This is an optimization exercise on Yosys and OpenROAD, whose aim is small area, not a production implementation. Function was checked by simulation only, so behaviour that the tests miss may differ from the original. The flow treats the clock pin as an ideal source, which a real chip does not have.

Setup of run A:
==> flow/design.v (excerpt) <==
module kraken_tx (
    input  wire        clk,
    input  wire        rst,
    input  wire        reg_sel,
    input  wire        reg_we,
    input  wire [3:0]  reg_addr,
    input  wire [31:0] reg_wdata,
    output reg  [31:0] reg_rdata,
    output wire        reg_ready,
    output reg         sl_req,
    output reg         sl_val,
    input  wire        sl_ack,
    input  wire        sl_err,
    output wire        line_en,
    input  wire        cancel_i
);
    localparam [13:0] TMR_END = 14'h0c48;
    localparam [1:0] ST_IDLE = 2'd0, ST_EXPORT = 2'd1, ST_FRAME = 2'd2, ST_REPEAT = 2'd3;
    reg [4:0]  cw_len;
    reg [61:0] cw_sym;
    reg [2:0]  e_code;
    reg [7:0]  e_val;
    reg [1:0]  state;
    reg        exported;
    reg        line_lvl;
    reg        cancel_pend;
    reg        t_done;
    reg [3:0]  t_code;
    reg [15:0] pos_r;
    reg [4:0]  pos_i;
    reg [1:0]  pos_ph;
    reg        pos_sub;    
    reg [4:0]  t_len;
    reg [61:0] t_sym;
    reg [1:0]  t_proto;
    reg [15:0] t_rep;
    reg [13:0] tmr;
    reg [22:0] wrcnt;
    wire busy = (state != ST_IDLE);
    assign line_en = exported;
    wire       wr        = reg_sel & reg_we;
    wire       wr_cmd    = wr & (reg_addr == 4'd0);
    wire [3:0] op        = reg_wdata[3:0];
    wire       is_tx     = (op[3:1] == 3'b001);
    assign reg_ready     = ~(wr_cmd & is_tx & busy);
  ...
export LEC_CHECK = 0
export CAP_MARGIN = 20
export CORE_MARGIN = 2
export CORE_UTILIZATION = 75
export CTS_BUF_LIST = sky130_fd_sc_hd__clkbuf_8
export CTS_CLUSTER_DIAMETER = 60
export CTS_CLUSTER_SIZE = 16
export SLEW_MARGIN = 20
create_clock -name core_clock -period 10.0 [get_ports {clk}]
standard.sh (not shown) runs the stock make flow with config.mk's settings and CLKGATE_MAP_FILE= SYNTH_SCRIPT=/design/flow/synth_recipe.tcl, a recipe that flattens the netlist after the stock synthesis.
==> flow/flow/run.sh <==
#!/bin/bash
# Standard ORFS layout with these changes in how it is built:
#  - synthesis is the standard flow's script with ABC's mapping script replaced by flow/area.abc
#    (area-oriented; registers are mapped before ABC runs, so they stay the same);
#  - the port buffers that buffer_ports inserts are the smallest buffer cell;
#  - clock tree synthesis uses clkbuf_8 buffers, sink clusters of 16 and no dummy loads;
#  - after clock tree synthesis, cells on paths with slack to spare are downsized;
#  - the steps after synthesis also mark the largest buffer cells dont-use.
set -euo pipefail
here=$(pwd)
{ head -n 1 synth_recipe.tcl; cat flow/abc_override.tcl; tail -n +2 synth_recipe.tcl; } > my_synth.tcl
sed "s#SYNTH_SCRIPT=[^ ]*synth_recipe.tcl#SYNTH_SCRIPT=$here/my_synth.tcl#" standard.sh > my_standard.sh
grep -q "SYNTH_SCRIPT=$here/my_synth.tcl" my_standard.sh
export MY_ABC_SCRIPT="$here/flow/area.abc"
export BUFFER_PORTS_ARGS="-buffer_cell sky130_fd_sc_hd__buf_1"
export CTS_ARGS="-sink_clustering_enable -repair_clock_nets -dont_use_dummy_load -buf_list sky130_fd_sc_hd__clkbuf_8 -sink_clustering_size 16 -sink_clustering_max_diameter 60"
export POST_CTS_TCL="$here/flow/post_cts.tcl"
bash my_standard.sh synth > synth_flow.log 2>&1
# the steps after synthesis also mark the largest buffers dont-use, so that slew repair
# prefers smaller buffers
export DONT_USE_CELLS="sky130_fd_sc_hd__buf_8 sky130_fd_sc_hd__buf_12 sky130_fd_sc_hd__buf_16 sky130_fd_sc_hd__bufbuf_8 sky130_fd_sc_hd__bufbuf_16 sky130_fd_sc_hd__clkbuf_16"
bash my_standard.sh > standard_flow.log 2>&1
==> flow/flow/abc_override.tcl <==
# Map the combinational logic with flow/area.abc (an area-oriented ABC script)
# instead of ORFS's speed script; flip-flops are mapped before this step and
# are left as the standard synthesis makes them.
proc abc {args} {
  set i [lsearch -exact $args -script]
  if { $i >= 0 } { lset args [expr {$i + 1}] $::env(MY_ABC_SCRIPT) }
  yosys abc {*}$args
}
==> flow/flow/area.abc <==
strash
ifraig
scorr
dc2
strash
&get -n
&deepsyn -J 100
&dch -f
&nf -R 1000 -p
&put
topo
==> flow/flow/post_cts.tcl <==
# Downsize cells on paths that keep positive slack, then legalize again.
repair_timing -recover_power 100 -verbose
detailed_placement
check_placement -verbose
Input changes introduced in run B (baseline for comparison: run A):
diff --git a/flow/flow/run.sh b/flow/flow/run.sh
--- a/flow/flow/run.sh
+++ b/flow/flow/run.sh
@@ -6,3 +6,4 @@
 #  - clock tree synthesis uses clkbuf_8 buffers, sink clusters of 16 and no dummy loads;
-#  - after clock tree synthesis, cells on paths with slack to spare are downsized;
+#  - after clock tree synthesis and after global routing, cells on paths with slack
+#    to spare are downsized;
 #  - the steps after synthesis also mark the largest buffer cells dont-use.
@@ -17,2 +18,3 @@
 export POST_CTS_TCL="$here/flow/post_cts.tcl"
+export RECOVER_POWER=100
 bash my_standard.sh synth > synth_flow.log 2>&1
Results
- Although run B finished all stages, its layout failed final checks on max-capacitance violations, max-slew violations.
- Across both runs, required arrival time at the worst endpoint was lower for run B than for run A.
- Slowest library cell on the worst path: nor4b_1 -> run B, a21boi_0 -> run A
- Non-clock buffer instance count of the final layout came out exactly the same in run A and run B.
- Comparing run A and run B, worst path setup slack after routing is lower on run B.
- Final area: run B better than run A
- Diff run A -> run B: area enclosed by the die boundary held; number of antenna violations at the first check in global routing shows an increase of 1.
- Comparing run A and run B, worst relative slew slack is higher on run A.
- Looking at final standard cell utilization of the core, run B sits below run A.
- Any difference in hold slack between run B and run A is small enough to ignore.
Changes in run C relative to run B:
diff --git a/flow/flow/run.sh b/flow/flow/run.sh
--- a/flow/flow/run.sh
+++ b/flow/flow/run.sh
@@ -5,5 +5,4 @@
 #  - the port buffers that buffer_ports inserts are the smallest buffer cell;
-#  - clock tree synthesis uses clkbuf_8 buffers, sink clusters of 16 and no dummy loads;
-#  - after clock tree synthesis and after global routing, cells on paths with slack
-#    to spare are downsized;
+#  - clock tree synthesis uses clkbuf_4 buffers, sink clusters of 10 and no dummy loads;
+#  - after clock tree synthesis, cells on paths with slack to spare are downsized;
 #  - the steps after synthesis also mark the largest buffer cells dont-use.
@@ -16,5 +15,4 @@
 export BUFFER_PORTS_ARGS="-buffer_cell sky130_fd_sc_hd__buf_1"
-export CTS_ARGS="-sink_clustering_enable -repair_clock_nets -dont_use_dummy_load -buf_list sky130_fd_sc_hd__clkbuf_8 -sink_clustering_size 16 -sink_clustering_max_diameter 60"
+export CTS_ARGS="-sink_clustering_enable -repair_clock_nets -dont_use_dummy_load -buf_list sky130_fd_sc_hd__clkbuf_4 -sink_clustering_size 10 -sink_clustering_max_diameter 50"
 export POST_CTS_TCL="$here/flow/post_cts.tcl"
-export RECOVER_POWER=100
 bash my_standard.sh synth > synth_flow.log 2>&1
diff --git a/flow/config.mk b/flow/config.mk
--- a/flow/config.mk
+++ b/flow/config.mk
@@ -10,5 +10,5 @@
 export CORE_UTILIZATION = 75
-export CTS_BUF_LIST = sky130_fd_sc_hd__clkbuf_8
-export CTS_CLUSTER_DIAMETER = 60
-export CTS_CLUSTER_SIZE = 16
+export CTS_BUF_LIST = sky130_fd_sc_hd__clkbuf_4
+export CTS_CLUSTER_DIAMETER = 50
+export CTS_CLUSTER_SIZE = 10
 export SLEW_MARGIN = 20
==> comparison <==
- Run C | stages: all done | timing, DRC, antenna: all pass
- Going from run B to run C, total length of routed wires up 0.72%, worst setup slack before clock tree synthesis flat, number of tap cells added at floorplan flat, total vias in the final route up 1.8%.

-- port drivers added, routing unchanged --
In the flow no input, the clock included, has a driving cell. The finished layouts below were timed again as built, in two steps. Step 1 sets driving cells, clkbuf_16 on the clock port and buf_2 on the other inputs (assumed; they add their load-dependent delay and slew). Step 2, shift: input delay + t, output delay - t, t = (earliest + latest rising clock arrival at the registers) / 2. This alone moves slack from input paths to output paths. Three values: ideal ports, drivers, drivers and shift; two values: the first two.
| run | shift t [ns] | setup WS [ns] | worst hold slack (ns) | worst setup path at the end | worst data-port slew with drivers (ns) |
|---|---|---|---|---|---|
| run A | 0.542 | 2.382 / 2.395 / 1.854 | 0.456 / 0.456 / 0.456 | input to register | 0.04 |
| run B | 0.545 | 2.341 / 2.353 / 1.808 | 0.456 / 0.456 / 0.456 | input to register | 0.04 |
| run C | 0.697 | 2.567 / 2.580 / 1.883 | 0.457 / 0.457 / 0.457 | input to register | 0.04 |
For run C, which loses most, drivers alone change the setup slack by +0.013 ns; drivers and shift together by -0.684 ns.
